This design comes from an exercise in tuning for a short achievable clock period and few clock cycles on the open sky130 flow, not from production work. RTL that was checked went through simulation tests only; none was proved equivalent to the original. Function not checked in run 3: the RTL went through the layout flow alone. Power is estimated from default activity; no workload was simulated.

===== flow/config.mk =====
export PLATFORM = sky130hd
export DESIGN_NAME = anc_encoder
export DESIGN_NICKNAME = anc_encoder
export VERILOG_FILES = /design/flow/design.v
export SDC_FILE = /design/flow/constraint.sdc
export NUM_CORES = 4
export LEC_CHECK = 0
export ABC_CLOCK_PERIOD_IN_PS = 2500
export CAP_MARGIN = 20
export CORE_MARGIN = 2
export CORE_UTILIZATION = 65
export PLACE_DENSITY = 0.75
export SETUP_SLACK_MARGIN = 5
export SLEW_MARGIN = 20
export TNS_END_PERCENT = 100

===== flow/flow/run.sh =====
#!/bin/bash
set -euo pipefail
cd "$(dirname "$0")/.."
bash standard.sh SETUP_SLACK_MARGIN=5.4 finish > standard_make.log 2>&1

===== flow/constraint.sdc =====
create_clock -name core_clock -period 8.0 [get_ports {clk}]
set_input_delay 1.6000 -clock core_clock [delete_from_list [all_inputs] [get_ports {clk}]]
set_output_delay 1.6000 -clock core_clock [all_outputs]
set_load 0.01 [all_outputs]

===== flow/standard.sh =====
#!/bin/bash
# synth_recipe.tcl (not shown) runs the flow's synth.tcl, then flattens the netlist and writes it again
# the make line also repeats each setting of config.mk as NAME=value (left out here)
make -C /OpenROAD-flow-scripts/flow DESIGN_CONFIG=/design/flow/config.mk WORK_HOME=/design/flow/orfs CLKGATE_MAP_FILE= SYNTH_SCRIPT=/design/flow/synth_recipe.tcl "${@:-finish}"

===== flow/design.v =====
module anc_encoder (
    input  wire        clk,
    input  wire        rst,
    input  wire        in_valid,
    output wire        in_ready,
    input  wire [31:0] in_data,
    input  wire [2:0]  in_nbytes,
    output reg         out_valid,
    input  wire        out_ready,
    output reg  [31:0] out_data,
    output reg         out_last
);
    localparam integer QN = 12;           
    localparam integer RW = 5;            
    function [9:0] sym;
        input [7:0] b;
        begin
            sym = {^b, ~^b, b};
        end
    endfunction
    function [17:0] csa;
        input [8:0] x, y, z;
        reg   [8:0] cy;
        begin
            cy  = (x & y) | (x & z) | (y & z);
            csa = {x ^ y ^ z, cy[7:0], 1'b0};
        end
    endfunction
    function [8:0] add9;
        input [8:0] x, y;
        reg   [8:0] g, p, gg, pp;
        integer   k, d;
        begin
            g = x & y;
            p = x ^ y;
            gg = g;
            pp = p;
            for (d = 1; d < 9; d = d * 2)
                for (k = 8; k >= d; k = k - 1) begin
                    gg[k] = gg[k] | (pp[k] & gg[k - d]);
                    pp[k] = pp[k] & pp[k - d];
                end
            add9 = p ^ {gg[7:0], 1'b0};
        end
    endfunction
    reg        in_rdy_r;
    reg        hv, tv;
    reg [34:0] hq, tq;                    
    wire       issue;
    wire       push = in_valid && in_rdy_r;
    assign in_ready = in_rdy_r;
    always @(posedge clk) begin
        if (rst) begin
            hv       <= 1'b0;
            tv       <= 1'b0;
            in_rdy_r <= 1'b1;
        end else begin
            if (tv) begin
                if (issue) begin
                    tv       <= 1'b0;
                    in_rdy_r <= 1'b1;
                end
            end else if (hv) begin
                if (push && !issue) begin
                    tv       <= 1'b1;
                    in_rdy_r <= 1'b0;
                end
                if (issue && !push)
                    hv <= 1'b0;
            end else begin
                if (push)
                    hv <= 1'b1;
            end
        end
        if (tv) begin
            if (issue) hq <= tq;
        end else if (!hv || issue) begin
            hq <= {in_nbytes, in_data};
        end
        if (!tv)
            tq <= {in_nbytes, in_data};
    end
    localparam [1:0] P_PHDR = 2'd0, P_MHDR = 2'd1, P_IDS = 2'd2, P_UDW = 2'd3;
    reg  [1:0] pst;
    reg  [7:0] msg_left;
    reg        last_msg;                  
    reg  [7:0] udw_left;
    reg  [4:0] po;                        
    reg  [RW-1:0] reserved;               
    reg           a_v;
    reg  [1:0]    a_c;
    wire credit_ok = a_v ? (reserved <= QN - 6) : (reserved <= QN - 3);
    assign issue = hv && credit_ok;
    wire [31:0] hd  = hq[31:0];
    wire [2:0]  hnb = (hq[33:32] == 2'd0) ? 3'd4 : {1'b0, hq[33:32]};
    wire        ul_end = (udw_left <= {5'd0, hnb});
    wire [2:0]  nb_eff = ul_end ? udw_left[2:0] : hnb;
    wire [31:0] p_mask = {8'hff, {8{nb_eff >= 3'd2}}, {8{nb_eff >= 3'd3}}, {8{nb_eff == 3'd4}}};
    reg        p_word, p_ids, p_end, p_last;
    reg  [2:0] p_nsym;                    
    reg  [2:0] p_k;                       
    reg  [4:0] p_o;                       
    reg  [4:0] p_10nb;
    always @(*) begin
        p_word = 1'b0; p_ids = 1'b0; p_end = 1'b0; p_last = 1'b0;
        p_nsym = 3'd0; p_o = 5'd0;
        case (pst)
            P_PHDR: begin p_word = 1'b1; p_last = (hd[31:24] == 8'd0); end
            P_MHDR: begin p_word = 1'b1; end
            P_IDS:  begin p_ids = 1'b1; p_nsym = 3'd3; p_end = (hd[7:0] == 8'd0); end
            default: begin p_nsym = nb_eff; p_end = ul_end; p_o = po; end
        endcase
        case (pst)
            P_PHDR, P_MHDR: p_k = 3'd4;
            P_IDS:          p_k = (hd[7:0] == 8'd0) ? 3'd4 : 3'd3;
            default:        p_k = ul_end ? udw_left[2:0] + 3'd1 : hnb;
        endcase
        if (p_end) p_last = last_msg;
        case (hnb)                        
            3'd1:    p_10nb = 5'd10;
            3'd2:    p_10nb = 5'd20;
            3'd3:    p_10nb = 5'd30;
            default: p_10nb = 5'd8;
        endcase
    end
    always @(posedge clk) begin
        if (rst) begin
            pst <= P_PHDR;
        end else if (issue) begin
            case (pst)
                P_PHDR: begin
                    msg_left <= hd[31:24];
                    last_msg <= (hd[31:24] == 8'd1);
                    if (hd[31:24] != 8'd0) pst <= P_MHDR;
                end
                P_MHDR: pst <= P_IDS;
                P_IDS: begin
                    udw_left <= hd[7:0];
                    po       <= 5'd30;
                    pst      <= p_end ? (last_msg ? P_PHDR : P_MHDR) : P_UDW;
                end
                default: begin
                    udw_left <= udw_left - {5'd0, hnb};
                    po       <= po + p_10nb;
                    if (p_end) pst <= last_msg ? P_PHDR : P_MHDR;
                end
            endcase
            if (p_end) begin
                msg_left <= msg_left - 8'd1;
                last_msg <= (msg_left == 8'd2);
            end
        end
    end
    reg        a_word, a_ids, a_end, a_last;
    reg [2:0]  a_nsym, a_k;
    reg [4:0]  a_o;
    reg [31:0] a_d;
    always @(posedge clk) begin
        a_v    <= !rst && issue;
        a_word <= p_word;
        a_ids  <= p_ids;
        a_end  <= p_end;
        a_last <= p_last;
        a_nsym <= p_nsym;
        a_k    <= p_k;
        a_o    <= p_o;
        a_d    <= (pst == P_UDW) ? (hd & p_mask) : hd;    
    end
    reg [1:0] a_fl;
    always @(*) begin
        case (a_k)
            3'd1:    a_fl = {1'b0, a_o >= 5'd22};
            3'd2:    a_fl = {1'b0, a_o >= 5'd12};
            3'd3:    a_fl = {1'b0, a_o >= 5'd2};
            3'd4:    a_fl = (a_o >= 5'd24) ? 2'd2 : 2'd1;
            3'd5:    a_fl = (a_o >= 5'd14) ? 2'd2 : 2'd1;
            default: a_fl = 2'd0;
        endcase
        a_c = a_fl + {1'b0, a_end};
    end
    reg [49:0] a_slots;                   
    reg [4:0]  a_csel;                    
    reg [8:0]  a_x0, a_x1, a_x2, a_x3;    
    reg        a_pb;
    integer j;
    always @(*) begin
        a_x0 = 9'd0; a_x1 = 9'd0; a_x2 = 9'd0; a_x3 = 9'd0;
        a_pb = 1'b0;
        if (a_word) begin
            a_slots = {a_d, 18'd0};
        end else if (a_ids) begin
            a_slots = {a_d[29:20], a_d[19:10], sym(a_d[7:0]), 20'd0};
            a_x0 = a_d[28:20];
            a_x1 = a_d[18:10];
            a_x2 = {1'b0, a_d[7:0]};
            a_pb = ~^a_d[7:0];
        end else begin
            for (j = 0; j < 4; j = j + 1)
                a_slots[49 - 10 * j -: 10] = (j < a_nsym) ? sym(a_d[31 - 8 * j -: 8]) : 10'd0;
            a_slots[9:0] = 10'd0;
            a_x0 = {1'b0, a_d[31:24]};
            a_x1 = {1'b0, a_d[23:16]};
            a_x2 = {1'b0, a_d[15:8]};
            a_x3 = {1'b0, a_d[7:0]};
            a_pb = a_slots[48] ^ a_slots[38] ^ a_slots[28] ^ a_slots[18];
        end
        for (j = 0; j < 5; j = j + 1)
            a_csel[j] = a_end && (a_nsym == j);
    end
    wire [17:0] a_t1 = csa(a_x0, a_x1, a_x2);
    wire [17:0] a_t2 = csa(a_t1[17:9], a_t1[8:0], a_x3);
    wire [8:0]  a_ts = a_t2[17:9] ^ {a_pb, 8'd0};
    wire [8:0]  a_tc = a_t2[8:0];
    reg        b_v, b_word, b_ids, b_last;
    reg [1:0]  b_c;
    reg [4:0]  b_o, b_csel;
    reg [49:0] b_slots;
    reg [8:0]  b_ts, b_tc;
    reg [8:0]  rs, rc;                    
    always @(posedge clk) begin
        b_v     <= !rst && a_v;
        b_word  <= a_word;
        b_ids   <= a_ids;
        b_last  <= a_last;
        b_c     <= a_c;
        b_o     <= a_o;
        b_csel  <= a_csel;
        b_slots <= a_slots;
        b_ts    <= a_ts;
        b_tc    <= a_tc;
    end
    wire [8:0]  b_rs = b_ids ? 9'd0 : rs;
    wire [8:0]  b_rc = b_ids ? 9'd0 : rc;
    wire [17:0] b_u1 = csa(b_rs, b_rc, b_ts);
    wire [17:0] b_u2 = csa(b_u1[17:9], b_u1[8:0], b_tc);
    reg        c_v, c_last;
    reg [1:0]  c_c;
    reg [4:0]  c_o, c_csel;
    reg [49:0] c_slots;
    reg [8:0]  c_ss, c_sc;
    always @(posedge clk) begin
        if (b_v && !b_word) begin
            rs <= b_u2[17:9];
            rc <= b_u2[8:0];
        end
        c_v     <= !rst && b_v;
        c_last  <= b_last;
        c_c     <= b_c;
        c_o     <= b_o;
        c_csel  <= b_csel;
        c_slots <= b_slots;
        c_ss    <= b_u2[17:9];
        c_sc    <= b_u2[8:0];
    end
    wire [8:0]  c_sum = add9(c_ss, c_sc);
    wire [9:0]  c_cs  = {~c_sum[8], c_sum};
    reg  [49:0] c_chunk;
    always @(*) begin
        for (j = 0; j < 5; j = j + 1)
            c_chunk[49 - 10 * j -: 10] = c_slots[49 - 10 * j -: 10] | ({10{c_csel[j]}} & c_cs);
    end
    reg        d_v, d_last;
    reg [1:0]  d_c;
    reg [4:0]  d_o;
    reg [49:0] d_chunk;
    always @(posedge clk) begin
        d_v     <= !rst && c_v;
        d_last  <= c_last;
        d_c     <= c_c;
        d_o     <= c_o;
        d_chunk <= c_chunk;
    end
    wire [79:0] d_sh = {d_chunk, 30'd0} >> {d_o[4:1], 1'b0};    
    reg          e_v, e_last, e_first;
    reg [1:0]    e_c;
    reg [31:0]   e_w0, e_w1, e_w2;
    reg [31:0]   pw;                      
    reg [QN-1:0] wr;                      
    reg [QN-1:0] e_s0, e_s1, e_s2;        
    wire [1:0]    e_n = e_v ? e_c : 2'd0;  
    reg  [QN-1:0] wr_nx;
    always @(*) begin
        case (e_n)
            2'd0:    wr_nx = wr;
            2'd1:    wr_nx = {wr[QN-2:0], wr[QN-1]};
            2'd2:    wr_nx = {wr[QN-3:0], wr[QN-1:QN-2]};
            default: wr_nx = {wr[QN-4:0], wr[QN-1:QN-3]};
        endcase
    end
    always @(posedge clk) begin
        e_v     <= !rst && d_v;
        e_last  <= d_last;
        e_c     <= d_c;
        e_first <= (d_o == 5'd0);
        e_w0    <= d_sh[79:48];
        e_w1    <= d_sh[47:16];
        e_w2    <= {d_sh[15:0], 16'd0};
        if (rst) begin
            wr   <= {{(QN-1){1'b0}}, 1'b1};
            e_s0 <= {QN{1'b0}};
            e_s1 <= {QN{1'b0}};
            e_s2 <= {QN{1'b0}};
        end else begin
            wr   <= wr_nx;
            e_s0 <= (d_v && d_c != 2'd0) ? wr_nx : {QN{1'b0}};
            e_s1 <= (d_v && d_c[1]) ? {wr_nx[QN-2:0], wr_nx[QN-1]} : {QN{1'b0}};
            e_s2 <= (d_v && d_c == 2'd3) ? {wr_nx[QN-3:0], wr_nx[QN-1:QN-2]} : {QN{1'b0}};
        end
    end
    wire [31:0] x0 = (e_first ? 32'd0 : pw) | e_w0;
    wire [31:0] x1 = e_w1;
    wire [31:0] x2 = e_w2;
    always @(posedge clk) begin
        if (e_v) begin
            case (e_c)
                2'd0:    pw <= x0;
                2'd1:    pw <= x1;
                default: pw <= x2;
            endcase
        end
    end
    reg [32:0]   q [0:QN-1];              
    reg [QN-1:0] rd;                      
    reg [RW-1:0] qcnt;
    reg          qne;
    reg          sv;
    wire         pop = qne && !sv;
    integer i;
    always @(posedge clk) begin
        for (i = 0; i < QN; i = i + 1) begin
            if (e_s0[i])
                q[i] <= {e_last && (e_c == 2'd1), x0};
            else if (e_s1[i])
                q[i] <= {e_last && (e_c == 2'd2), x1};
            else if (e_s2[i])
                q[i] <= {e_last, x2};
        end
    end
    wire [RW-1:0] qsum    = qcnt + {{(RW-2){1'b0}}, e_n};
    wire [RW-1:0] qsum_m1 = qsum - {{(RW-1){1'b0}}, 1'b1};
    wire [RW-1:0] rsum    = reserved + (a_v ? {{(RW-2){1'b0}}, a_c} : {RW{1'b0}});
    wire [RW-1:0] rsum_m1 = rsum - {{(RW-1){1'b0}}, 1'b1};
    always @(posedge clk) begin
        if (rst) begin
            rd       <= {{(QN-1){1'b0}}, 1'b1};
            qcnt     <= {RW{1'b0}};
            qne      <= 1'b0;
            reserved <= {RW{1'b0}};
        end else begin
            if (pop) rd <= {rd[QN-2:0], rd[QN-1]};
            qcnt     <= pop ? qsum_m1 : qsum;
            qne      <= pop ? (qsum_m1 != {RW{1'b0}}) : (qsum != {RW{1'b0}});
            reserved <= pop ? rsum_m1 : rsum;
        end
    end
    reg [32:0] qh;
    always @(*) begin
        qh = 33'd0;
        for (i = 0; i < QN; i = i + 1)
            qh = qh | ({33{rd[i]}} & q[i]);
    end
    reg [32:0] sd;
    always @(posedge clk) begin
        if (rst) begin
            out_valid <= 1'b0;
            sv        <= 1'b0;
        end else if (!out_valid || out_ready) begin
            out_valid <= sv || pop;
            sv        <= 1'b0;
        end else if (pop) begin
            sv        <= 1'b1;
        end
        if (!out_valid || out_ready) begin
            {out_last, out_data} <= sv ? sd : qh;
        end
        if (pop) sd <= qh;
    end
endmodule

==> run summary, run 1 <==
Worst-Skew Late Latency 0.67 ns; Async SR Flop Fraction 0%; #FFs+latches synth 1008; Mapped Cells 4132; critical path's top delay family flip-flops; status timing/DRC/antenna clean; Placer Congestion 0.924; Mapped Area 44900 sq um; Post-synth top cells nand2_1, edfxtp_1, o21ai_0; Sw Ratio 28.0%; Die Span Y 267 um; drt total wl 128000 um; final worst slack 5.22 ns; Max Cap Violations 0; Distinct cells, synth 57; Crit. End Element primary output; TritonCTS buffer count 100; worst-path maximum fanout 1; Worst-path clk slew 0.06 ns; Starting DRT DRC Count 4049; Initial Util 65.6%; worst rel slew slack 29.4%; Fin. Hold Viols 0; Cells after DPL 4765; cell area after layout 49600 sq um; Worst Tran Pin Value 1.06 ns; DRC 0; Synth area leader edfxtp_1; Worst EP arrival 1.18 ns; fin nets 4125; Cell Chain, Critical Path buf_2; Logic pwr share 16.8%; Hold WC Path Type reg2reg; cell-internal power 9.62 mW; vias 32400; pre-CTS setup slack 4.69 ns; CTS Sinks 1008; Post-synth EDFFs 599; Pwr Density 269 nW/um^2; Tmin final 2.78 ns; P_leak 17.5 nW; Synth warnings 2; clock group share of total power 35.1%; core area 68500 sq um; Peak VDD IR 0.312 mV; CP required 6.40 ns; setup TNS 0 ns; Psw 3.74 mW; Placed Area 45800 sq um; final number of setup-violating endpoints 0; Buf/Inv on CP 1; top sig layer met5; HPWL Detailed 70500 um; RSZ-0062 raised after global routing yes; top-count cell post-synth nand2_1; Synth Area per Inst 10.9 sq um; detailed-route vias per instance 6.49; Clock Root Buffer clkbuf_16; Most used DFF post-synth edfxtp_1; Tcrit/Tclk final 34.7%; critical setup path kind reg2out; DR WL met2 58900 um; H-tree Lvls 3; grt ovf 0; Routed wire per std cell 25.6 um; CP max stage delay 0.37 ns; Startpoint Class flip-flop; top cell type's share of synthesized area 40.1%; vias in the first global route 30500; # fillers 4753; FP Rows 96; Pins Over Slew Limit 0; total power 13.4 mW; GRT Total Usage 35.9%; share of post-route cells with drive strength above 1 12.3%; largest net degree at the start of global routing 83; P&R area growth vs syn 10.6%; syn_nets 4231; worst clock skew 0.0226 ns; die area 71200 sq um; Max Fclk 360 MHz; Routed Antenna Nets 0; WL met3 14700 um; CTS Buffer Depth 3; metal1 wirelength 46800 um; Cell Count, Final, Fillers Out 4997; Initial DRT Pass Iterations 7; post-synthesis sequential area ratio 58.3%; Synth area leaders edfxtp_1, dfxtp_1, mux2i_1; initial antenna violation count 7; Seq pwr share 48.1%; Worst path slowest cell edfxtp_1; first-pass GRT wire length 190000 um; chip width 267 um; total I/O pin count 74; TritonCTS clock tree built; I/O Buffers 72; CTS Hold Buffers Added 0
[through the flow]
| step | utilization, % | hold WS, ns |
|---|---|---|
| after detailed placement | 66.9 | 0.312 |
| after global routing | 72.5 | 0.331 |
| after floorplan | - | 0.310 |
| final | 72.5 | 0.324 |
| after CTS | 72.1 | 0.324 |
| after global placement | 66.9 | 0.310 |
[per-layer routing]
metal  up-vias  global-route usage, %
met1     15400                   46.6
met3       509                   7.29
met5         -                      0
li1      14500                      -
met4        12                   18.9
met2      2023                   57.2
[power by group through the flow]
| stage | sequential, mW | clock [mW] | combinational [mW] |
|---|---|---|---|
| final | 6.42 | 4.69 | 2.25 |
| after global placement | 6.52 | 0 | 2.08 |
| after CTS | 6.42 | 4.72 | 2.16 |
| after floorplan | 6.42 | 0 | 1.45 |
| after detailed placement | 6.53 | 0 | 2.12 |
| after global routing | 6.48 | 4.92 | 2.44 |
[cells in the final DEF, fill, tap and decap left out, types with 17 or more instances in the layout]
master,instances
inv_1,66
nand2b_1,22
clkbuf_1,25
mux2i_1,286
edfxtp_1,599
nand2_1,752
dfxtp_2,23
xnor2_1,61
or2_2,17
nand3_1,44
buf_4,73
mux4_2,20
nor2_1,165
and3_1,18
mux2_2,82
nor3_1,19
a22o_1,102
and2_1,41
nor2b_1,43
a221oi_1,99
a22oi_1,22
a21o_1,91
o21ai_0,482
buf_2,34
clkdlybuf4s50_1,36
a21oi_1,114
fa_1,31
ha_1,23
clkbuf_16,104
dfxtp_1,371
[flip-flops by register name (all words and copies together) (netlist names), 33 cells and up]
name,flops
b_slots,40
c_slots,40
d_chunk,50
hq,34
q,396
sd,33
tq,34
[cell type report]
type | instances | area, sq um | share of cell area (%)
inverters | 74 | 282 | 0.567
well taps | 882 | 1100 | 2.22
flip-flops and latches | 1008 | 26300 | 52.9
repair buffers | 162 | 1390 | 2.80
diodes | 1 | 2.50 | 0.00504
multi-input cells | 2679 | 17300 | 34.8
repair inverters | 1 | 7.51 | 0.0151
clock inverters | 47 | 455 | 0.918
clock buffers | 143 | 2860 | 5.77
[path summary, 6_finish.rpt]
check	start	to	slack (ns)	cells after the start
worst max-delay path	out_data[14]	out_data[14]	5.22	1
worst min-delay path	b_csel[0]	c_csel[0]	0.32	0
worst max register to register	a_o[2]	reserved[4]	5.26	12
worst min register to register	b_csel[0]	c_csel[0]	0.32	0
[kinds of logic after synthesis]
| kind of cell | Yosys count | share of synthesized area (%) |
|---|---|---|
| muxes | 391 | 9.54 |
| AOI/OAI and AO/OA | 982 | 13.6 |
| buffers and inverters | 447 | 3.78 |
| DFF | 1008 | 58.3 |
| adders and majority gates | 60 | 2.22 |
| and+or+nand+nor | 1169 | 11.0 |
| xor gates and xnor gates | 75 | 1.46 |
[timing repair]
action	CTS	global route
endpoints found under the setup margin	103	136
gates cloned	3	2
setup buffers	24	10
pin swaps	19	22
resized for setup	176	31
Testbench counts, summed over its fixed seeds: cycles 20,709.
==> inputs of run 2 (changes only) <==
==> flow/run.sh (new file) <==
#!/bin/bash
# synth_recipe.tcl (not shown) runs the flow's synth.tcl, then flattens the netlist and writes it again
# the make line also repeats each setting of config.mk as NAME=value (left out here)
make -C /OpenROAD-flow-scripts/flow DESIGN_CONFIG=/design/flow/config.mk WORK_HOME=/design/flow/orfs CLKGATE_MAP_FILE= SYNTH_SCRIPT=/design/flow/synth_recipe.tcl finish
removed: flow/flow/run.sh
removed: flow/standard.sh
==> run 2 against run 1 <==
  * Still clean
  * Core utilization decreased by 0.35 points
  * Hold slack got worse by 0.0031 ns
  * Final area down 0.48%
  * Clock power increased by 4%
  * Combinational power down 6%
  * Total power rose by 0.48%
  * Via count is 0.35% lower
  * Sequential share of layout area grew 0.21 points
  * Worst setup slack worse by 0.16 ns
  * Critical path depth did not move
  * Highest routed layer unchanged
==> run summary, run 2 <==
Startpoint Class flip-flop (unchanged); Synth area leader edfxtp_1 (unchanged); Pwr Density 272 nW/um^2 (was 269 nW/um^2); Max Fclk 340 MHz (was 360 MHz); Mapped Area 44900 sq um (unchanged); top-count cell post-synth nand2_1 (unchanged); final number of setup-violating endpoints 0 (unchanged); Final Core Density 72.1% (was 72.5%); Starting DRT DRC Count 4414 (was 4049); Synth Area per Inst 10.9 sq um (unchanged); chip width 267 um (unchanged); worst clock skew 0.0297 ns (was 0.0226 ns); end of the worst register-to-register path msg_left[3] (was reserved[4]); Clock Root Buffer clkbuf_16 (unchanged); Register-to-Register Setup Slack 5.11 ns (was 5.26 ns); Cells after DPL 4771 (was 4765); Most flops, register q (unchanged); HPWL Detailed 71300 um (was 70500 um); start point of the critical path out_data[19] (was out_data[14]); initial antenna violation count 5 (was 7); Initial Util 65.6% (unchanged); critical path's top delay family flip-flops (unchanged); Post-synth EDFFs 599 (unchanged); reg2reg path depth 10 (was 12); top flop regs q x396, d_chunk x50 (unchanged); Max Cap Violations 0 (unchanged); Worst path slowest cell edfxtp_1 (unchanged); Worst-path clk slew 0.06 ns (about the same); Peak VDD IR 0.207 mV (was 0.312 mV); P&R area growth vs syn 10.1% (was 10.6%); Synth area leaders edfxtp_1, dfxtp_1, mux2i_1 (unchanged); largest net degree at the start of global routing 83 (unchanged); hold slack 0.321 ns (was 0.324 ns); Min-Delay Endpoint c_slots[12] (was c_csel[0]); Post-synth top cells nand2_1, edfxtp_1, o21ai_0 (unchanged); Tcrit/Tclk final 36.8% (was 34.7%); Distinct cells, synth 57 (unchanged); Routed wire per std cell 25.6 um (about the same); drt total wl 127000 um (was 128000 um); syn_nets 4231 (unchanged); Fin. Hold Viols 0 (unchanged); first-pass GRT wire length 191000 um (was 190000 um); share of post-route cells with drive strength above 1 10.1% (was 12.3%); # fillers 4754 (was 4753); vias in the first global route 30900 (was 30500); critical setup path kind reg2out (unchanged); top cell type's share of synthesized area 40.1% (unchanged); Worst Tran Pin Value 1.08 ns (was 1.06 ns); Hold Path Depth 0 (unchanged); HP Start b_slots[12] (was b_csel[0]); Most used DFF post-synth edfxtp_1 (unchanged); CTS Hold Buffers Added 0 (unchanged); GRT Total Usage 36.1% (was 35.9%); CTS Sinks 1008 (unchanged); worst rel slew slack 28.0% (was 29.4%); Synth warnings 2 (unchanged); Crit. End Element primary output (unchanged); grt ovf 0 (unchanged); Largest register FFs 396 (unchanged); CP max stage delay 0.38 ns (was 0.37 ns); worst-path maximum fanout 1 (unchanged); Placer Congestion 0.937 (was 0.924); DRC 0 (unchanged); Async SR Flop Fraction 0% (unchanged); vias 32300 (was 32400); core area 68500 sq um (unchanged); Mapped Cells 4132 (unchanged); post-synthesis sequential area ratio 58.3% (unchanged); TritonCTS clock tree built (unchanged); Buf/Inv on CP 1 (unchanged); Hold WC Path Type reg2reg (unchanged); most frequent cells in the layout nand2_1, edfxtp_1, o21ai_0, dfxtp_1, mux2i_1 (unchanged); Initial DRT Pass Iterations 9 (was 7); fin nets 4104 (was 4125); I/O Buffers 72 (unchanged); FP Rows 96 (unchanged); Cell Count, Final, Fillers Out 4976 (was 4997); setup TNS 0 ns (unchanged); #FFs+latches synth 1008 (unchanged); CP required 6.40 ns (about the same); R2R Path Start hq[32] (was a_o[2]); total power 13.4 mW (about the same); CTS Buffer Depth 3 (unchanged); RSZ-0062 raised after global routing no (was yes); H-tree Lvls 3 (unchanged); P_leak 17.5 nW (about the same); Tmin final 2.94 ns (was 2.78 ns); Die Span Y 267 um (unchanged); detailed-route vias per instance 6.49 (about the same); Worst-Skew Late Latency 0.67 ns (about the same); Cell Chain, Critical Path dlygate4sd2_1 (was buf_2); Worst EP arrival 1.34 ns (was 1.18 ns); Routed Antenna Nets 0 (unchanged); commonest non-fill, non-tap cell in the layout nand2_1 (unchanged); status timing/DRC/antenna clean (unchanged); Pins Over Slew Limit 0 (unchanged); TritonCTS buffer count 100 (unchanged); die area 71200 sq um (unchanged); total I/O pin count 74 (unchanged)
[run 2: power by group]
part | leakage (nW) | switching (mW) | total, mW | internal (mW)
combinational | 6.62 | 1.32 | 2.12 | 0.800
clock | 1.69 | 2.00 | 4.87 | 2.86
sequential | 9.19 | 0.348 | 6.44 | 6.09
total | 17.5 | 3.67 | 13.4 | 9.75
[run 2: how the worst max path moves through the flow]
| stage | slack, ns | depth (start not counted) | endpoint |
|---|---|---|---|
| after global placement | 4.75 | 10 | msg_left[4] |
| after global routing | 4.99 | 13 | reserved[4] |
| after floorplan | 4.91 | 2 | po[1] |
| after detailed placement | 4.76 | 10 | msg_left[4] |
| after CTS | 5.01 | 10 | a_d[11] |
| final | 5.06 | 1 | out_data[19] |
[run 2: area by class of cell]
cell class / count / area (sq um) / area share [%]
antenna: 1 / 2.50 / 0.00507
clock buffer: 137 / 2900 / 5.87
clock inverter: 53 / 539 / 1.09
inverter: 74 / 278 / 0.562
multi-input combinational: 2678 / 17100 / 34.6
sequential: 1008 / 26200 / 53.1
tap: 882 / 1100 / 2.23
timing repair buffer: 143 / 1250 / 2.54
[run 2: worst reg2reg max path, stage by stage (launching register included)]
cell	delay, ns
edfxtp_1	0.47
nor2_4	0.16
inv_1	0.06
ha_1	0.32
nor2b_1	0.17
o21ai_1	0.11
or4b_4	0.53
mux2_2	0.30
nor2_2	0.12
buf_6	0.17
o21a_2	0.18
[run 2: stage by stage]
stage	cell area, sq um	worst slack (ns)
CTS	49300	5.01
global route	49400	4.99
floorplan	44900	4.91
global placement	45800	4.75
finish	49400	5.06
detailed placement	45800	4.76
[run 2: cells by family after synthesis]
group,synth area share [%]
AND/OR/NAND/NOR,11.0
flip-flops,58.3
AO/OA/AOI/OAI,13.6
buffers and inverters,3.78
multiplexers,9.54
XOR/XNOR,1.46
adder cells (fa/ha/maj),2.22
[run 2: metal layers]
metal | up-vias | wire length (um) | global-route usage, %
met5 | - | 53 | 0
met4 | 8 | 7380 | 19.8
met3 | 480 | 14900 | 6.81
met2 | 2090 | 58900 | 57.9
met1 | 15300 | 46100 | 46.5
li1 | 14500 | - | -
[run 2: what timing repair did]
item	CTS	global route
gates cloned	0	2
pin swaps	0	3
buffers inserted	6	5
gates resized for setup	37	9
endpoints found under the setup margin	71	30
==> inputs of run 3 (changes only) <==
--- a/flow/design.v
+++ b/flow/design.v
@@ -359,20 +359,24 @@
         for (i = 0; i < QN; i = i + 1)
             qh = qh | ({33{rd[i]}} & q[i]);
     end
-    reg [32:0] sd;
+    reg  [32:0] sd;
+    wire        o_free = !out_valid || out_ready;
+    wire        o_hold = !o_free;
+    wire        o_ldsd = o_free && sv;
+    wire        o_ldq  = o_free && !sv;
     always @(posedge clk) begin
         if (rst) begin
             out_valid <= 1'b0;
             sv        <= 1'b0;
-        end else if (!out_valid || out_ready) begin
+        end else if (o_free) begin
             out_valid <= sv || pop;
             sv        <= 1'b0;
         end else if (pop) begin
             sv        <= 1'b1;
         end
-        if (!out_valid || out_ready) begin
-            {out_last, out_data} <= sv ? sd : qh;
-        end
+        {out_last, out_data} <= ({33{o_hold}} & {out_last, out_data})
+                              | ({33{o_ldsd}} & sd)
+                              | ({33{o_ldq}}  & qh);
         if (pop) sd <= qh;
     end
 endmodule
==> flow/flow/run.sh (new file) <==
#!/bin/bash
set -euo pipefail
cd "$(dirname "$0")/.."
bash standard.sh SETUP_SLACK_MARGIN=5.5 finish > standard_make.log 2>&1
==> flow/standard.sh (new file) <==
#!/bin/bash
# synth_recipe.tcl (not shown) runs the flow's synth.tcl, then flattens the netlist and writes it again
# the make line also repeats each setting of config.mk as NAME=value (left out here)
make -C /OpenROAD-flow-scripts/flow DESIGN_CONFIG=/design/flow/config.mk WORK_HOME=/design/flow/orfs CLKGATE_MAP_FILE= SYNTH_SCRIPT=/design/flow/synth_recipe.tcl "${@:-finish}"
removed: flow/run.sh
==> run 3 against run 2 <==
  * Register-to-register slack improved by 0.13 ns
  * Critical path depth rose by 10
  * Final area grew 1.6%
==> run summary, run 3 <==
DRC 0 (unchanged); worst rel slew slack 35.5% (was 28.0%); cell-internal power 9.70 mW (was 9.75 mW); Most flops, register q (unchanged); busiest grt layer met2 (unchanged); met3 Resource Use GR 7.78% (was 6.81%); Tmin final 2.76 ns (was 2.94 ns); Die Span Y 267 um (about the same); R2R Path Start hq[32] (unchanged); cell area after layout 50200 sq um (was 49400 sq um); GRT Total Usage 36.3% (was 36.1%); FP Rows 96 (unchanged); Post-synth top cells nand2_1, edfxtp_1, o21ai_0 (unchanged); TritonCTS clock tree built (unchanged); Max Cap Violations 0 (unchanged); final number of setup-violating endpoints 0 (unchanged); detailed-route vias per instance 6.44 (was 6.49); Worst path slowest cell or4b_4 (was edfxtp_1); Worst-path clk slew 0.07 ns (was 0.06 ns); Worst-Skew Late Latency 0.68 ns (was 0.67 ns); most frequent CP cell nor2_4; Pwr Density 269 nW/um^2 (was 272 nW/um^2); Initial Util 65.4% (was 65.6%); worst-path maximum fanout 5 (was 1); Startpoint Class flip-flop (unchanged); setup TNS 0 ns (unchanged); Routed Antenna Nets 0 (unchanged); Max Fclk 362 MHz (was 340 MHz); Pins Over Slew Limit 0 (unchanged); Tcrit/Tclk final 34.5% (was 36.8%); Placer Congestion 0.941 (was 0.937); critical setup path kind reg2reg (was reg2out); global routing usage on met1 46.4% (was 46.5%); start point of the critical path hq[32] (was out_data[19]); Worst Tran Pin Value 0.968 ns (was 1.08 ns); syn_nets 4305 (was 4231); P&R area growth vs syn 12.1% (was 10.1%); Synth area leader edfxtp_1 (unchanged); Synth Area per Inst 10.7 sq um (was 10.9 sq um); Placed Area 45800 sq um (about the same); Synth warnings 2 (unchanged); I/O Buffers 72 (unchanged); fin nets 4212 (was 4104); share of post-route cells with drive strength above 1 13.6% (was 10.1%); top cell type's share of synthesized area 37.9% (was 40.1%); first-pass GRT wire length 192000 um (was 191000 um); Starting DRT DRC Count 4263 (was 4414); Peak VDD IR 0.242 mV (was 0.207 mV); total I/O pin count 74 (unchanged); Worst EP arrival 3.28 ns (was 1.34 ns); HP Start b_slots[36] (was b_slots[12]); most frequent cells in the layout nand2_1, edfxtp_1, o21ai_0, dfxtp_1, mux2i_1 (unchanged); H-tree Lvls 3 (unchanged); post-synthesis sequential area ratio 57.7% (was 58.3%); Sw Ratio 28.2% (was 27.3%); Clock Root Buffer clkbuf_16 (unchanged); initial antenna violation count 3 (was 5); largest net degree at the start of global routing 83 (unchanged); status timing/DRC/antenna clean (unchanged); vias 32800 (was 32300); Mapped Area 44800 sq um (was 44900 sq um); critical path's top delay family simple AND/OR/NAND/NOR gates (was flip-flops); Crit. End Element flip-flop (was primary output); top-count cell post-synth nand2_1 (unchanged); Register-to-Register Setup Slack 5.24 ns (was 5.11 ns); HPWL Detailed 70500 um (was 71300 um); Async SR Flop Fraction 0% (unchanged); die area 71100 sq um (was 71200 sq um); P_leak 17.2 nW (was 17.5 nW); Routed wire per std cell 25.6 um (about the same); drt total wl 130000 um (was 127000 um); CP required 8.52 ns (was 6.40 ns); Post-synth EDFFs 566 (was 599); Distinct cells, synth 57 (unchanged); Seq pwr share 47.7% (was 47.9%); core area 68500 sq um (unchanged); Cell Chain, Critical Path nor2_4 -> inv_2 -> ha_4 -> nor2b_4 -> o21ai_2 -> or4b_4 -> mux2_4 -> nor2_4 -> buf_6 -> nor2_1 -> a21oi_2 (was dlygate4sd2_1); Psw 3.80 mW (was 3.67 mW); clock group share of total power 34.9% (was 36.3%); Most used DFF post-synth edfxtp_1 (unchanged); chip width 267 um (about the same); Fin. Hold Viols 0 (unchanged); worst clock skew 0.0289 ns (was 0.0297 ns); Buf/Inv on CP 2 (was 1); CTS Hold Buffers Added 0 (unchanged); vias in the first global route 31000 (was 30900); CTS Buffer Depth 3 (unchanged); GR met2 Demand/Resource 58.8% (was 57.9%); Hold WC Path Type reg2reg (unchanged); RSZ-0062 raised after global routing yes (was no); grt ovf 0 (unchanged); CTS Sinks 1008 (unchanged); TritonCTS buffer count 101 (was 100); Synth area leaders edfxtp_1, dfxtp_1, mux2i_1 (unchanged); CP max stage delay 0.55 ns (was 0.38 ns); Largest register FFs 396 (unchanged); top flop regs q x396, d_chunk x50 (unchanged); #FFs+latches synth 1008 (unchanged); Mapped Cells 4206 (was 4132); hold slack 0.312 ns (was 0.321 ns); commonest non-fill, non-tap cell in the layout nand2_1 (unchanged); Logic pwr share 17.5% (was 15.8%); Initial DRT Pass Iterations 6 (was 9)
-- run 3: final timing paths --
| path | depth (start not counted) | to |
|---|---|---|
| worst max-delay path | 11 | msg_left[2] |
| worst max register to register | 11 | msg_left[2] |
| worst min register to register | 0 | c_slots[36] |
| worst min-delay path | 0 | c_slots[36] |
-- run 3: worst register-to-register path: cells and delay by family, from the launching register on --
family	cells	cell delay (ns)
and+or+nand+nor	5	1.09
buffers and inverters	2	0.23
DFF	1	0.49
AOI/OAI and AO/OA	2	0.23
adders and majority gates	1	0.22
muxes	1	0.35
-- run 3: metal layers --
layer	share of wire, %	vias to the layer above
li1	-	14700
met1	36	15400
met2	46	2126
met3	12	490
met4	5.8	2
met5	0.010	-
-- run 3: through the flow --
step	util [%]	total power, mW	worst slack, ns	std cells
final	73.3	13.5	5.24	5085
after global routing	73.3	14.0	5.16	5084
after CTS	72.6	13.4	5.21	5060
after detailed placement	66.9	8.62	4.71	4839
after global placement	66.9	8.56	4.75	4839
after floorplan	-	7.83	5.29	4206
-- run 3: layout make-up --
class	count	area, sq um
Clock inverter	40	342
Inverter	72	280
Fill cell	4663	18300
Antenna cell	1	2.50
Clock buffer	152	3010
Multi-Input combinational cell	2748	17700
Sequential cell	1008	26000
Timing Repair Buffer	181	1840
Timing Repair inverter	1	7.51
Tap cell	882	1100
-- run 3: cells by family (layout without fill, tap and decap cells) --
group	count (synthesis)	after routing	share of synthesized area [%]
DFF	1008	1008	57.7
and+or+nand+nor	1207	1209	11.3
AOI/OAI and AO/OA	1006	1007	13.9
buffers and inverters	453	446	3.83
other	0	1	0
adders and majority gates	60	60	2.23
xor gates and xnor gates	76	76	1.49
muxes	396	396	9.57
-- run 3: power groups by stage --
| stage | combinational, mW | sequential [mW] | clock (mW) |
|---|---|---|---|
| global route | 2.55 | 6.48 | 4.94 |
| detailed placement | 2.12 | 6.51 | 0 |
| global placement | 2.08 | 6.49 | 0 |
| floorplan | 1.46 | 6.37 | 0 |
| CTS | 2.23 | 6.43 | 4.75 |
| finish | 2.36 | 6.43 | 4.71 |
-- run 3: what timing repair did --
action / in CTS / in global routing
gates cloned: 6 / 3
resized for setup: 252 / 66
pin swaps: 19 / 22
buffers inserted: 23 / 20
setup endpoints to repair: 174 / 148
==> inputs of run 4 (changes only) <==
--- a/flow/design.v
+++ b/flow/design.v
@@ -49,6 +49,9 @@
     wire       issue;
     wire       push = in_valid && in_rdy_r;
     assign in_ready = in_rdy_r;
+    wire hq_ldt  = tv && issue;
+    wire hq_ldi  = !tv && (!hv || issue);
+    wire hq_hold = !hq_ldt && !hq_ldi;
     always @(posedge clk) begin
         if (rst) begin
             hv       <= 1'b0;
@@ -72,11 +75,7 @@
                     hv <= 1'b1;
             end
         end
-        if (tv) begin
-            if (issue) hq <= tq;
-        end else if (!hv || issue) begin
-            hq <= {in_nbytes, in_data};
-        end
+        hq <= ({35{hq_ldt}} & tq) | ({35{hq_ldi}} & {in_nbytes, in_data}) | ({35{hq_hold}} & hq);
         if (!tv)
             tq <= {in_nbytes, in_data};
     end
@@ -87,18 +86,42 @@
     reg  [7:0] udw_left;
     reg  [4:0] po;                        
     reg  [RW-1:0] reserved;               
+    reg           ok3, ok6;               
     reg           a_v;
     reg  [1:0]    a_c;
-    wire credit_ok = a_v ? (reserved <= QN - 6) : (reserved <= QN - 3);
-    assign issue = hv && credit_ok;
+    assign issue = hv && (a_v ? ok6 : ok3);
     wire [31:0] hd  = hq[31:0];
     wire [2:0]  hnb = (hq[33:32] == 2'd0) ? 3'd4 : {1'b0, hq[33:32]};
-    wire        ul_end = (udw_left <= {5'd0, hnb});
+    reg  [4:1]  ule;
+    reg         ul_end;
+    always @(*) begin
+        case (hq[33:32])
+            2'd1:    ul_end = ule[1];
+            2'd2:    ul_end = ule[2];
+            2'd3:    ul_end = ule[3];
+            default: ul_end = ule[4];
+        endcase
+    end
     wire [2:0]  nb_eff = ul_end ? udw_left[2:0] : hnb;
-    wire [31:0] p_mask = {8'hff, {8{nb_eff >= 3'd2}}, {8{nb_eff >= 3'd3}}, {8{nb_eff == 3'd4}}};
+    wire [31:0] p_mask = {8'hff, {8{hnb > 3'd1 && !ule[1]}}, {8{hnb > 3'd2 && !ule[2]}},
+                          {8{hnb == 3'd4 && !ule[3]}}};
+    reg  [8:2]  ult;                      
+    reg  [4:1]  ule_u;
+    integer m;
+    always @(*) begin
+        for (m = 2; m <= 8; m = m + 1)
+            ult[m] = (udw_left <= m);
+        case (hq[33:32])
+            2'd1:    ule_u = ult[5:2];
+            2'd2:    ule_u = ult[6:3];
+            2'd3:    ule_u = ult[7:4];
+            default: ule_u = ult[8:5];
+        endcase
+    end
     reg        p_word, p_ids, p_end, p_last;
     reg  [2:0] p_nsym;                    
-    reg  [2:0] p_k;                       
+    reg  [1:0] p_c;
+    reg        p_pb;
     reg  [4:0] p_o;                       
     reg  [4:0] p_10nb;
     always @(*) begin
@@ -110,12 +133,31 @@
             P_IDS:  begin p_ids = 1'b1; p_nsym = 3'd3; p_end = (hd[7:0] == 8'd0); end
             default: begin p_nsym = nb_eff; p_end = ul_end; p_o = po; end
         endcase
+        if (p_end) p_last = last_msg;
         case (pst)
-            P_PHDR, P_MHDR: p_k = 3'd4;
-            P_IDS:          p_k = (hd[7:0] == 8'd0) ? 3'd4 : 3'd3;
-            default:        p_k = ul_end ? udw_left[2:0] + 3'd1 : hnb;
+            P_PHDR, P_MHDR: p_c = 2'd1;
+            P_IDS:          p_c = (hd[7:0] == 8'd0) ? 2'd2 : 2'd0;
+            default:
+                if (ul_end)
+                    case (udw_left[2:0])
+                        3'd1:    p_c = (po >= 5'd12) ? 2'd2 : 2'd1;
+                        3'd2:    p_c = (po >= 5'd2)  ? 2'd2 : 2'd1;
+                        3'd3:    p_c = (po >= 5'd24) ? 2'd3 : 2'd2;
+                        default: p_c = (po >= 5'd14) ? 2'd3 : 2'd2;
+                    endcase
+                else
+                    case (hq[33:32])
+                        2'd1:    p_c = {1'b0, po >= 5'd22};
+                        2'd2:    p_c = {1'b0, po >= 5'd12};
+                        2'd3:    p_c = {1'b0, po >= 5'd2};
+                        default: p_c = (po >= 5'd24) ? 2'd2 : 2'd1;
+                    endcase
         endcase
-        if (p_end) p_last = last_msg;
+        if (pst == P_IDS)
+            p_pb = ~^hd[7:0];
+        else
+            p_pb = ~^hd[31:24] ^ (p_mask[16] & ~^hd[23:16]) ^ (p_mask[8] & ~^hd[15:8])
+                   ^ (p_mask[0] & ~^hd[7:0]);
         case (hnb)                        
             3'd1:    p_10nb = 5'd10;
             3'd2:    p_10nb = 5'd20;
@@ -123,36 +165,60 @@
             default: p_10nb = 5'd8;
         endcase
     end
+    reg  [1:0] pst_nx;
+    reg  [7:0] msg_left_nx, udw_left_nx;
+    reg        last_msg_nx;
+    reg  [4:0] po_nx;
+    reg  [4:1] ule_nx;
+    always @(*) begin
+        pst_nx      = pst;
+        msg_left_nx = msg_left;
+        last_msg_nx = last_msg;
+        udw_left_nx = udw_left;
+        po_nx       = po;
+        ule_nx      = ule;
+        case (pst)
+            P_PHDR: begin
+                msg_left_nx = hd[31:24];
+                last_msg_nx = (hd[31:24] == 8'd1);
+                if (hd[31:24] != 8'd0) pst_nx = P_MHDR;
+            end
+            P_MHDR: pst_nx = P_IDS;
+            P_IDS: begin
+                udw_left_nx = hd[7:0];
+                for (m = 1; m <= 4; m = m + 1)
+                    ule_nx[m] = (hd[7:0] <= m);
+                po_nx  = 5'd30;
+                pst_nx = p_end ? (last_msg ? P_PHDR : P_MHDR) : P_UDW;
+            end
+            default: begin
+                udw_left_nx = udw_left - {5'd0, hnb};
+                ule_nx      = ule_u;
+                po_nx       = po + p_10nb;
+                if (p_end) pst_nx = last_msg ? P_PHDR : P_MHDR;
+            end
+        endcase
+        if (p_end) begin
+            msg_left_nx = msg_left - 8'd1;
+            last_msg_nx = (msg_left == 8'd2);
+        end
+    end
     always @(posedge clk) begin
-        if (rst) begin
+        if (rst)
             pst <= P_PHDR;
-        end else if (issue) begin
-            case (pst)
-                P_PHDR: begin
-                    msg_left <= hd[31:24];
-                    last_msg <= (hd[31:24] == 8'd1);
-                    if (hd[31:24] != 8'd0) pst <= P_MHDR;
-                end
-                P_MHDR: pst <= P_IDS;
-                P_IDS: begin
-                    udw_left <= hd[7:0];
-                    po       <= 5'd30;
-                    pst      <= p_end ? (last_msg ? P_PHDR : P_MHDR) : P_UDW;
-                end
-                default: begin
-                    udw_left <= udw_left - {5'd0, hnb};
-                    po       <= po + p_10nb;
-                    if (p_end) pst <= last_msg ? P_PHDR : P_MHDR;
-                end
-            endcase
-            if (p_end) begin
-                msg_left <= msg_left - 8'd1;
-                last_msg <= (msg_left == 8'd2);
-            end
+        else if (issue)
+            pst <= pst_nx;
+        if (issue) begin
+            msg_left <= msg_left_nx;
+            last_msg <= last_msg_nx;
+            udw_left <= udw_left_nx;
+            po       <= po_nx;
+            ule      <= ule_nx;
         end
     end
     reg        a_word, a_ids, a_end, a_last;
-    reg [2:0]  a_nsym, a_k;
+    reg [2:0]  a_nsym;
+    reg        a_pb;
     reg [4:0]  a_o;
     reg [31:0] a_d;
     always @(posedge clk) begin
@@ -162,30 +228,17 @@
         a_end  <= p_end;
         a_last <= p_last;
         a_nsym <= p_nsym;
-        a_k    <= p_k;
+        a_c    <= p_c;
+        a_pb   <= p_pb;
         a_o    <= p_o;
         a_d    <= (pst == P_UDW) ? (hd & p_mask) : hd;    
     end
-    reg [1:0] a_fl;
-    always @(*) begin
-        case (a_k)
-            3'd1:    a_fl = {1'b0, a_o >= 5'd22};
-            3'd2:    a_fl = {1'b0, a_o >= 5'd12};
-            3'd3:    a_fl = {1'b0, a_o >= 5'd2};
-            3'd4:    a_fl = (a_o >= 5'd24) ? 2'd2 : 2'd1;
-            3'd5:    a_fl = (a_o >= 5'd14) ? 2'd2 : 2'd1;
-            default: a_fl = 2'd0;
-        endcase
-        a_c = a_fl + {1'b0, a_end};
-    end
     reg [49:0] a_slots;                   
     reg [4:0]  a_csel;                    
     reg [8:0]  a_x0, a_x1, a_x2, a_x3;    
-    reg        a_pb;
     integer j;
     always @(*) begin
         a_x0 = 9'd0; a_x1 = 9'd0; a_x2 = 9'd0; a_x3 = 9'd0;
-        a_pb = 1'b0;
         if (a_word) begin
             a_slots = {a_d, 18'd0};
         end else if (a_ids) begin
@@ -193,7 +246,6 @@
             a_x0 = a_d[28:20];
             a_x1 = a_d[18:10];
             a_x2 = {1'b0, a_d[7:0]};
-            a_pb = ~^a_d[7:0];
         end else begin
             for (j = 0; j < 4; j = j + 1)
                 a_slots[49 - 10 * j -: 10] = (j < a_nsym) ? sym(a_d[31 - 8 * j -: 8]) : 10'd0;
@@ -202,7 +254,6 @@
             a_x1 = {1'b0, a_d[23:16]};
             a_x2 = {1'b0, a_d[15:8]};
             a_x3 = {1'b0, a_d[7:0]};
-            a_pb = a_slots[48] ^ a_slots[38] ^ a_slots[28] ^ a_slots[18];
         end
         for (j = 0; j < 5; j = j + 1)
             a_csel[j] = a_end && (a_nsym == j);
@@ -277,7 +328,7 @@
     reg [31:0]   pw;                      
     reg [QN-1:0] wr;                      
     reg [QN-1:0] e_s0, e_s1, e_s2;        
-    wire [1:0]    e_n = e_v ? e_c : 2'd0;  
+    reg  [1:0]    e_n;                    
     reg  [QN-1:0] wr_nx;
     always @(*) begin
         case (e_n)
@@ -291,6 +342,7 @@
         e_v     <= !rst && d_v;
         e_last  <= d_last;
         e_c     <= d_c;
+        e_n     <= (!rst && d_v) ? d_c : 2'd0;
         e_first <= (d_o == 5'd0);
         e_w0    <= d_sh[79:48];
         e_w1    <= d_sh[47:16];
@@ -336,21 +388,58 @@
                 q[i] <= {e_last, x2};
         end
     end
-    wire [RW-1:0] qsum    = qcnt + {{(RW-2){1'b0}}, e_n};
-    wire [RW-1:0] qsum_m1 = qsum - {{(RW-1){1'b0}}, 1'b1};
-    wire [RW-1:0] rsum    = reserved + (a_v ? {{(RW-2){1'b0}}, a_c} : {RW{1'b0}});
-    wire [RW-1:0] rsum_m1 = rsum - {{(RW-1){1'b0}}, 1'b1};
+    reg  [RW-1:0] q_nx;
+    reg           qne_nx;
+    always @(*) begin
+        if (pop)
+            case (e_n)
+                2'd0:    begin q_nx = qcnt - 1'b1; qne_nx = (qcnt > 5'd1); end
+                2'd1:    begin q_nx = qcnt;        qne_nx = (qcnt != 5'd0); end
+                2'd2:    begin q_nx = qcnt + 2'd1; qne_nx = 1'b1; end
+                default: begin q_nx = qcnt + 2'd2; qne_nx = 1'b1; end
+            endcase
+        else
+            case (e_n)
+                2'd0:    begin q_nx = qcnt;        qne_nx = (qcnt != 5'd0); end
+                2'd1:    begin q_nx = qcnt + 2'd1; qne_nx = 1'b1; end
+                2'd2:    begin q_nx = qcnt + 2'd2; qne_nx = 1'b1; end
+                default: begin q_nx = qcnt + 2'd3; qne_nx = 1'b1; end
+            endcase
+    end
+    wire [1:0]    r_add = a_v ? a_c : 2'd0;
+    reg  [RW-1:0] r_nx;
+    reg           ok3_nx, ok6_nx;
+    always @(*) begin
+        if (pop)
+            case (r_add)
+                2'd0:    begin r_nx = reserved - 1'b1; ok3_nx = (reserved <= QN - 2); ok6_nx = (reserved <= QN - 5); end
+                2'd1:    begin r_nx = reserved;        ok3_nx = (reserved <= QN - 3); ok6_nx = (reserved <= QN - 6); end
+                2'd2:    begin r_nx = reserved + 2'd1; ok3_nx = (reserved <= QN - 4); ok6_nx = (reserved <= QN - 7); end
+                default: begin r_nx = reserved + 2'd2; ok3_nx = (reserved <= QN - 5); ok6_nx = (reserved <= QN - 8); end
+            endcase
+        else
+            case (r_add)
+                2'd0:    begin r_nx = reserved;        ok3_nx = (reserved <= QN - 3); ok6_nx = (reserved <= QN - 6); end
+                2'd1:    begin r_nx = reserved + 2'd1; ok3_nx = (reserved <= QN - 4); ok6_nx = (reserved <= QN - 7); end
+                2'd2:    begin r_nx = reserved + 2'd2; ok3_nx = (reserved <= QN - 5); ok6_nx = (reserved <= QN - 8); end
+                default: begin r_nx = reserved + 2'd3; ok3_nx = (reserved <= QN - 6); ok6_nx = (reserved <= QN - 9); end
+            endcase
+    end
     always @(posedge clk) begin
         if (rst) begin
             rd       <= {{(QN-1){1'b0}}, 1'b1};
             qcnt     <= {RW{1'b0}};
             qne      <= 1'b0;
             reserved <= {RW{1'b0}};
+            ok3      <= 1'b1;
+            ok6      <= 1'b1;
         end else begin
             if (pop) rd <= {rd[QN-2:0], rd[QN-1]};
-            qcnt     <= pop ? qsum_m1 : qsum;
-            qne      <= pop ? (qsum_m1 != {RW{1'b0}}) : (qsum != {RW{1'b0}});
-            reserved <= pop ? rsum_m1 : rsum;
+            qcnt     <= q_nx;
+            qne      <= qne_nx;
+            reserved <= r_nx;
+            ok3      <= ok3_nx;
+            ok6      <= ok6_nx;
         end
     end
     reg [32:0] qh;
==> run 4 against run 3 <==
  * Clock power rose by 3%
  * Hold slack improved by 0.0034 ns
  * Still clean on timing, DRC and antenna
  * Largest power group unchanged
  * First-iteration DRC count rose by 9.3%
  * Synthesized cell count rose by 6.6%
  * Global-route usage fell by 0.84 points
  * Critical endpoint is now out_last
  * Worst setup slack improved by 0.034 ns
  * Core utilization fell by 0.92 points
==> run summary, run 4 <==
final number of setup-violating endpoints 0 (unchanged); Post-synth EDFFs 536 (was 566); post-synthesis sequential area ratio 55.5% (was 57.7%); CP max stage delay 0.35 ns (was 0.55 ns); Pins Over Slew Limit 0 (unchanged); Worst Tran Pin Value 1.05 ns (was 0.968 ns); Routed wire per std cell 24.6 um (was 25.6 um); total I/O pin count 74 (unchanged); share of post-route cells with drive strength above 1 9.93% (was 13.6%); Clock Root Buffer clkbuf_16 (unchanged); #FFs+latches synth 1016 (was 1008); Storage cell area 25800 sq um (was 26000 sq um); detailed-route vias per instance 6.45 (was 6.44); top-count cell post-synth nand2_1 (unchanged); status timing/DRC/antenna clean (unchanged); multi-input logic area 18600 sq um (was 17700 sq um); P_leak 18.7 nW (was 17.2 nW); chip width 271 um (was 267 um); Crit. End Element primary output (was flip-flop); largest net degree at the start of global routing 82 (was 83); Most flops, register q (unchanged); CTS Sinks 1016 (was 1008); Startpoint Class flip-flop (unchanged); Routed Antenna Nets 0 (unchanged); # fillers 4888 (was 4663); final worst slack 5.27 ns (was 5.24 ns); Initial Util 65.9% (was 65.4%); CP required 6.40 ns (was 8.52 ns); CTS Hold Buffers Added 0 (unchanged); fin nets 4453 (was 4212); top cell type's share of synthesized area 34.8% (was 37.9%); setup TNS 0 ns (unchanged); syn_nets 4610 (was 4305); core area 70300 sq um (was 68500 sq um); Tmin final 2.73 ns (was 2.76 ns); Synth area leader edfxtp_1 (unchanged); top flop regs q x396, d_chunk x50 (unchanged); die area 73400 sq um (was 71100 sq um); Starting DRT DRC Count 4658 (was 4263); Peak VDD IR 0.249 mV (was 0.242 mV); worst-path maximum fanout 2 (was 5); Worst path slowest cell dfxtp_4 (was or4b_4); Max Cap Violations 0 (unchanged); Post-synth top cells nand2_1, edfxtp_1, o21ai_0 (unchanged); Async SR Flop Fraction 0% (unchanged); Worst-Skew Late Latency 0.67 ns (was 0.68 ns); pre-CTS setup slack 4.24 ns (was 4.71 ns); FP Rows 97 (was 96); vias 34600 (was 32800); RSZ-0062 raised after global routing yes (unchanged); Mapped Cells 4482 (was 4206); Largest register FFs 396 (unchanged); commonest non-fill, non-tap cell in the layout nand2_1 (unchanged); critical setup path kind reg2out (was reg2reg); first-pass GRT wire length 198000 um (was 192000 um); Worst-path clk slew 0.06 ns (was 0.07 ns); DRC 0 (unchanged); Synth Area per Inst 10.3 sq um (was 10.7 sq um); drt total wl 132000 um (was 130000 um); TritonCTS buffer count 100 (was 101); Mapped Area 46300 sq um (was 44800 sq um); Buf/Inv on CP 1 (was 2); initial antenna violation count 3 (unchanged); Hold WC Path Type reg2reg (unchanged); Pwr Density 260 nW/um^2 (was 269 nW/um^2); Tcrit/Tclk final 34.1% (was 34.5%); P&R area growth vs syn 9.94% (was 12.1%); Cell Chain, Critical Path buf_6 (was nor2_4 -> inv_2 -> ha_4 -> nor2b_4 -> o21ai_2 -> or4b_4 -> mux2_4 -> nor2_4 -> buf_6 -> nor2_1 -> a21oi_2); worst rel slew slack 30.0% (was 35.5%); worst clock skew 0.0188 ns (was 0.0289 ns); Die Span Y 271 um (was 267 um); Worst EP arrival 1.13 ns (was 3.28 ns); H-tree Lvls 3 (unchanged); Distinct cells, synth 71 (was 57); TritonCTS clock tree built (unchanged); Fin. Hold Viols 0 (unchanged); I/O Buffers 72 (unchanged); GRT Total Usage 35.5% (was 36.3%); Most used DFF post-synth edfxtp_1 (unchanged); vias in the first global route 32400 (was 31000); Synth warnings 2 (unchanged); HPWL Detailed 73700 um (was 70500 um); grt ovf 0 (unchanged); CTS Buffer Depth 3 (unchanged); Synth area leaders edfxtp_1, dfxtp_1, mux2i_1 (unchanged); most frequent cells in the layout nand2_1, edfxtp_1, o21ai_0, dfxtp_1, mux2i_1 (unchanged); Placer Congestion 0.938 (was 0.941); Initial DRT Pass Iterations 8 (was 6); critical path's top delay family flip-flops (was simple AND/OR/NAND/NOR gates); Max Fclk 367 MHz (was 362 MHz)
-- run 4: changes by cell type after synthesis, moves of 15 or more --
cell	delta
edfxtp_1	-30
ha_1	+31
dfxtp_1	+38
a31oi_1	+15
a222oi_1	+46
inv_1	+67
nor2_1	+24
o21ai_0	+15
buf_2	+34
mux2_2	-32
-- run 4: kinds of logic after synthesis --
family / share of synthesized area, %
XOR/XNOR: 1.73
flip-flops: 55.5
adder cells (fa/ha/maj): 2.91
multiplexers: 8.18
AO/OA/AOI/OAI: 15.6
buffers and inverters: 4.61
AND/OR/NAND/NOR: 11.4
-- run 4: repair_timing --
item,4_1_cts,5_1_grt
resized for setup,230,27
setup endpoints to repair,95,104
cloned,0,1
pin swaps,0,2
setup buffers,5,5
-- run 4: through the flow --
stage | power [mW] | instances | cell area, sq um | utilization (%) | hold slack, ns
6_report | 13.2 | 5358 | 50900 | 72.4 | 0.316
5_1_grt | 13.7 | 5353 | 50900 | 72.4 | 0.330
4_1_cts | 13.2 | 5347 | 50700 | 72.2 | 0.322
3_5_place_dp | 8.37 | 5152 | 47100 | 67.1 | 0.312
3_3_place_gp | 8.33 | 5152 | 47100 | 67.1 | 0.311
2_1_floorplan | 7.66 | 4482 | 46300 | - | 0.310
-- run 4: area by class of cell --
cell class                 instances  area share (%)
tap                              940            2.31
sequential                      1016            50.7
timing repair inverter             1          0.0148
clock inverter                    34           0.720
timing repair buffer             146            2.69
multi-input combinational       2919            36.5
inverter                         141            1.05
antenna                            5          0.0246
clock buffer                     156            6.01
-- run 4: report_power, final --
part | total (mW) | leakage (nW) | internal (mW) | switching, mW
logic | 2.13 | 7.49 | 0.874 | 1.26
clock network | 4.83 | 1.68 | 2.83 | 2.00
registers | 6.25 | 9.48 | 5.91 | 0.338
-- run 4: final timing paths --
path                from      endpoint  slack, ns  cells after the start
max             out_last      out_last       5.27                      1
min          b_slots[16]   c_slots[16]       0.32                      0
max reg2reg        rd[1]  out_data[31]       5.55                      6
min reg2reg  b_slots[16]   c_slots[16]       0.32                      0
-- run 4: per-layer routing --
layer	up-vias	track usage, %	share of wire (%)
met1	16300	46.3	37
li1	15600	-	-
met2	2154	56.5	46
met5	-	0	0
met3	437	7.53	12
met4	0	17.3	5.2
Testbench counts of run 4, summed over its fixed seeds: cycles 20,709.

-- port drivers added, routing unchanged --
No port has a modelled driver above. Below, the same layouts with a new extraction and two added sets of constraints.
Step 1: set_driving_cell puts a clkbuf_16 on clk and a buf_2 on each other input, an assumption about the parent block.
Step 2 moves the port delays by t, midway between the first and last clock arrival at a register: inputs arrive t later, outputs are due t later. That takes back most of the time a late clock gives input paths.
Three values: ideal, step 1, step 2; two values: the first two.
run	shift t [ns]	slack for setup (ns)	hold slack, ns	clock arrival spread, ns	slew at the worst register clock pin (ns)
run 1	0.725	5.220 / 5.154 / 4.850	0.324 / 0.324 / 0.324	0.023 / 0.024	0.07 / 0.07
run 2	0.723	5.057 / 4.994 / 4.770	0.321 / 0.321 / 0.321	0.031 / 0.030	0.07 / 0.07
run 3	0.725	5.238 / 5.203 / 4.977	0.312 / 0.312 / 0.312	0.032 / 0.032	0.07 / 0.07
run 4	0.724	5.273 / 5.208 / 4.971	0.316 / 0.316 / 0.316	0.028 / 0.027	0.07 / 0.07
After both steps every run listed still meets setup and hold. For run 1, which loses most, drivers alone change the setup slack by -0.066 ns; drivers and shift together by -0.370 ns.
